This design comes from an exercise in tuning for small area, a short achievable clock period and few clock cycles per item on the open sky130 flow, not from production work. At most, simulation tests tie the RTL to the original design; equivalence was not proved.

==> flow/design.v (excerpt) <==
module simpleeq_chain (
    input  wire        clk,
    input  wire        rst_n,         
    input  wire        s_valid,
    output wire        s_ready,
    input  wire [63:0] s_data,
    input  wire        s_last,
    output wire        m_valid,
    input  wire        m_ready,
    output wire [63:0] m_data,
    output wire        m_last,
    input  wire        cfg_we,
    input  wire [6:0]  cfg_addr,      
    input  wire [31:0] cfg_wdata,
    input  wire        commit,
    input  wire        clear_state,
    output wire        commit_pending
);
    localparam [31:0] ONE = 32'h3F800000;
    genvar gi, ge, gc;
    integer i;
    reg        pend;                  
    reg        atb;                   
    reg        clr_pend;              
    reg        we_q;
    reg [6:0]  wa_q;
    reg [31:0] wd_q;
    always @(posedge clk) begin
        we_q <= rst_n & cfg_we & ~pend;
        wa_q <= cfg_addr;
        wd_q <= cfg_wdata;
    end
    reg [45*32-1:0] sh;
    reg [44:0]      sh_w;
    reg [6:0]       sh_cfg;           
    generate
        for (gi = 0; gi < 45; gi = gi + 1) begin : g_sh
            wire hit = we_q && wa_q[6:3] == gi / 5 && wa_q[2:0] == gi % 5;
            always @(posedge clk) begin
                if (hit)
                    sh[gi*32 +: 32] <= wd_q;
                if (!rst_n)
                    sh_w[gi] <= 1'b0;
                else if (hit)
                    sh_w[gi] <= 1'b1;
            end
        end
    endgenerate
    always @(posedge clk) begin
        if (!rst_n)
            sh_cfg <= 7'h07;
        else if (we_q && wa_q == 7'h48)
            sh_cfg <= {wd_q[9:8], wd_q[5:4], wd_q[2:0]};
    end
    reg [3:0] lv_a;                   
    reg [3:0] lv_r;                   
    reg [3:0] lv_rm1;                 
    reg [8:0] lv_mask;
    reg [3:0] act [0:8];              
    function [8:0] act_mask(input [6:0] c);
        integer s;
        begin
  ...
Size: ~31000 cells after synthesis, roughly 6700 flip-flops, ~350000 sq um of cells after synthesis.
Settings: LEC_CHECK=0, CAP_MARGIN=20, CORE_MARGIN=2, CORE_UTILIZATION=40, SLEW_MARGIN=20; clock period 20.0 ns.
run.sh (not shown) runs the stock make flow with config.mk's settings and CLKGATE_MAP_FILE= SYNTH_SCRIPT=/design/flow/synth_recipe.tcl, a recipe that flattens the netlist after the stock synthesis.
Rerun with:
==> flow/flow/run.sh (new file) <==
#!/bin/bash
# Standard ORFS layout (the standard.sh, unchanged synthesis), with the
# timing repair steps asked to leave extra setup slack so that they shorten
# the long paths even though the 20 ns clock is met without them.
set -euo pipefail
export SETUP_SLACK_MARGIN=13.5
bash standard.sh > standard_flow.log 2>&1
==> flow/standard.sh (new file) <==
#!/bin/bash
# synth_recipe.tcl (not shown) runs the flow's synth.tcl, then flattens the netlist and writes it again
# the make line also repeats each setting of config.mk as NAME=value (left out here)
make -C /OpenROAD-flow-scripts/flow DESIGN_CONFIG=/design/flow/config.mk WORK_HOME=/design/flow/orfs CLKGATE_MAP_FILE= SYNTH_SCRIPT=/design/flow/synth_recipe.tcl "${@:-finish}"
removed: flow/run.sh
Outcome: Global-route usage goes down by 0.44 points; design area goes up by 2.8%; non-clock buffer count goes up by 500; routed wire length goes down by 0.99%; utilization goes up by 1.2 points.
Function was not checked in any run of this note: the RTL went through the layout flow alone.

---

Another version of the RTL of simpleeq_chain (not shown whole).
Size in the first run: about 30,000 cells after synthesis, about 6,300 flip-flops, ~180 I/O pins.
clock: 20.0 ns
lec_check: 0
cap_margin: 20
core_margin: 2
core_utilization: 60
slew_margin: 20
standard.sh (not shown) runs the stock make flow with config.mk's settings and CLKGATE_MAP_FILE= SYNTH_SCRIPT=/design/flow/synth_recipe.tcl, a recipe that flattens the netlist after the stock synthesis.
==> flow/flow/run.sh <==
#!/bin/bash
# Standard ORFS layout (the standard.sh, unchanged synthesis), with
#  - the timing repair steps asked to leave extra setup slack, so that they
#    shorten the long paths even though the 20 ns clock is met without them;
#  - every port buffered with buf_4 instead of the default delay buffer;
#  - clock-tree sinks clustered in groups of up to 24 within 100 um, which
#    needs fewer clock buffers.
set -euo pipefail
export SETUP_SLACK_MARGIN=14.8
export BUFFER_PORTS_ARGS="-buffer_cell sky130_fd_sc_hd__buf_4"
export CTS_CLUSTER_SIZE=24
export CTS_CLUSTER_DIAMETER=100
bash standard.sh > standard_flow.log 2>&1
Testbench counts at the start, summed over its fixed seeds: cycles 32,261, frames 2,048.
==> next run, changes <==
--- a/flow/flow/run.sh
+++ b/flow/flow/run.sh
@@ -7,5 +7,5 @@
 #    needs fewer clock buffers.
 set -euo pipefail
-export SETUP_SLACK_MARGIN=14.8
+export SETUP_SLACK_MARGIN=14.5
 export BUFFER_PORTS_ARGS="-buffer_cell sky130_fd_sc_hd__buf_4"
 export CTS_CLUSTER_SIZE=24
--- a/flow/config.mk
+++ b/flow/config.mk
@@ -8,4 +8,4 @@
 export CAP_MARGIN = 20
 export CORE_MARGIN = 2
-export CORE_UTILIZATION = 60
+export CORE_UTILIZATION = 70
 export SLEW_MARGIN = 20
The changed run stopped in global routing (5_1_grt).
Area after synthesis is unchanged.
Synthesized cell count is unchanged.
==> next run, changes <==
--- a/flow/config.mk
+++ b/flow/config.mk
@@ -8,4 +8,4 @@
 export CAP_MARGIN = 20
 export CORE_MARGIN = 2
-export CORE_UTILIZATION = 70
+export CORE_UTILIZATION = 60
 export SLEW_MARGIN = 20
This time the run produced a clean layout.
Synthesized area does not change.
Synthesized cell count stays the same.

---

== old ==
simpleeq_chain, a different RTL version from the one above (not shown whole).
For scale: ~30000 cells after synthesis.
==> flow/design.v (excerpt) <==
module simpleeq_chain (
    input  wire        clk,
    input  wire        rst_n,         
    input  wire        s_valid,
    output wire        s_ready,
    input  wire [63:0] s_data,
    input  wire        s_last,
    output wire        m_valid,
    input  wire        m_ready,
    output wire [63:0] m_data,
    output wire        m_last,
    input  wire        cfg_we,
    input  wire [6:0]  cfg_addr,      
    input  wire [31:0] cfg_wdata,
    input  wire        commit,
    input  wire        clear_state,
    output wire        commit_pending
);
export LEC_CHECK = 0
export CAP_MARGIN = 20
export CORE_MARGIN = 2
export CORE_UTILIZATION = 40
export SLEW_MARGIN = 20
create_clock -name core_clock -period 20.0 [get_ports {clk}]
==> flow/flow/run.sh <==
#!/bin/bash
# Standard ORFS layout (the standard.sh, unchanged synthesis), with
#  - the timing repair steps asked to leave extra setup slack, so that they
#    shorten the long paths even though the 20 ns clock is met without them;
#  - every port buffered with buf_4 instead of the default delay buffer;
#  - clock-tree sinks clustered in groups of up to 24 within 100 um, which
#    needs fewer clock buffers.
set -euo pipefail
export SETUP_SLACK_MARGIN=14.0
export BUFFER_PORTS_ARGS="-buffer_cell sky130_fd_sc_hd__buf_4"
export CTS_CLUSTER_SIZE=24
export CTS_CLUSTER_DIAMETER=100
bash standard.sh > standard_flow.log 2>&1
[old] flow finished | final checks: failed | reasons: capacitance limit, slew limit
Testbench counts of old, summed over its fixed seeds: cycles 32,261, frames 2,048.
Inputs modified between old and new:
-- flow/flow/run.sh --
<<< old, line 5
#  - every port buffered with buf_4 instead of the default delay buffer;
#  - clock-tree sinks clustered in groups of up to 24 within 100 um, which
#    needs fewer clock buffers.
>>> new, line 5
#  - every port buffered with buf_4 instead of the default delay buffer.
<<< old, line 9
export SETUP_SLACK_MARGIN=14.0
>>> new, line 7
export SETUP_SLACK_MARGIN=14.5
<<< old, line 11
export CTS_CLUSTER_SIZE=24
export CTS_CLUSTER_DIAMETER=100
>>> new, line 9
Results
Utilization after layout, new and old: smaller value in old
new vs. old: peak fanout along the critical path went down; minimum clock period after layout fell by 0.20 ns; non-clock buffer count rose by 293.
Having completed the whole flow, new delivered a layout that passed the timing, DRC and antenna checks.
Looking at cell at the slowest stage of the critical path, the sky130_fd_sc_hd__dfxtp_4 result is from old; the sky130_fd_sc_hd__dfxtp_2 one comes from new.

-- separate check: timing with driven ports --
The flow's constraints put no driver on any port. The routed layouts listed below were extracted and timed again, unchanged, in two steps. Step 1, drivers: a clkbuf_16 drives clk and a buf_2 each remaining input, both assumed. Step 2 moves the port delays by t, midway between the first and last clock arrival at a register: inputs arrive t later, outputs are due t later. That takes back most of the time a late clock gives input paths. Three values: ideal, step 1, step 2; two values: the first two.
| run | shift t [ns] | setup WS [ns] | worst setup path after step 2 | latest minus earliest clock arrival (ns) | cell pins on the clock port's net |
|---|---|---|---|---|---|
| the first run of note 1 | 1.249 | 8.646 / 8.646 / 8.646 | register to register | 0.198 / 0.198 | 1 |
| the second run of note 1 | 1.276 | 11.946 / 11.946 / 11.946 | register to register | 0.163 / 0.162 | 1 |
| the first run of note 2 | 1.188 | 14.311 / 14.169 / 13.851 | input to register | 0.133 / 0.133 | 1 |
| the third run of note 2 | 1.159 | 14.350 / 14.218 / 13.696 | input to register | 0.096 / 0.097 | 1 |
| old | 1.193 | 14.039 / 14.026 / 14.037 | input to register | 0.120 / 0.119 | 1 |
| new | 1.291 | 14.238 / 14.079 / 13.622 | input to register | 0.116 / 0.115 | 1 |
The setup slack of the third run of note 2, which loses most, moves by -0.132 ns with the drivers and by -0.654 ns with both steps.
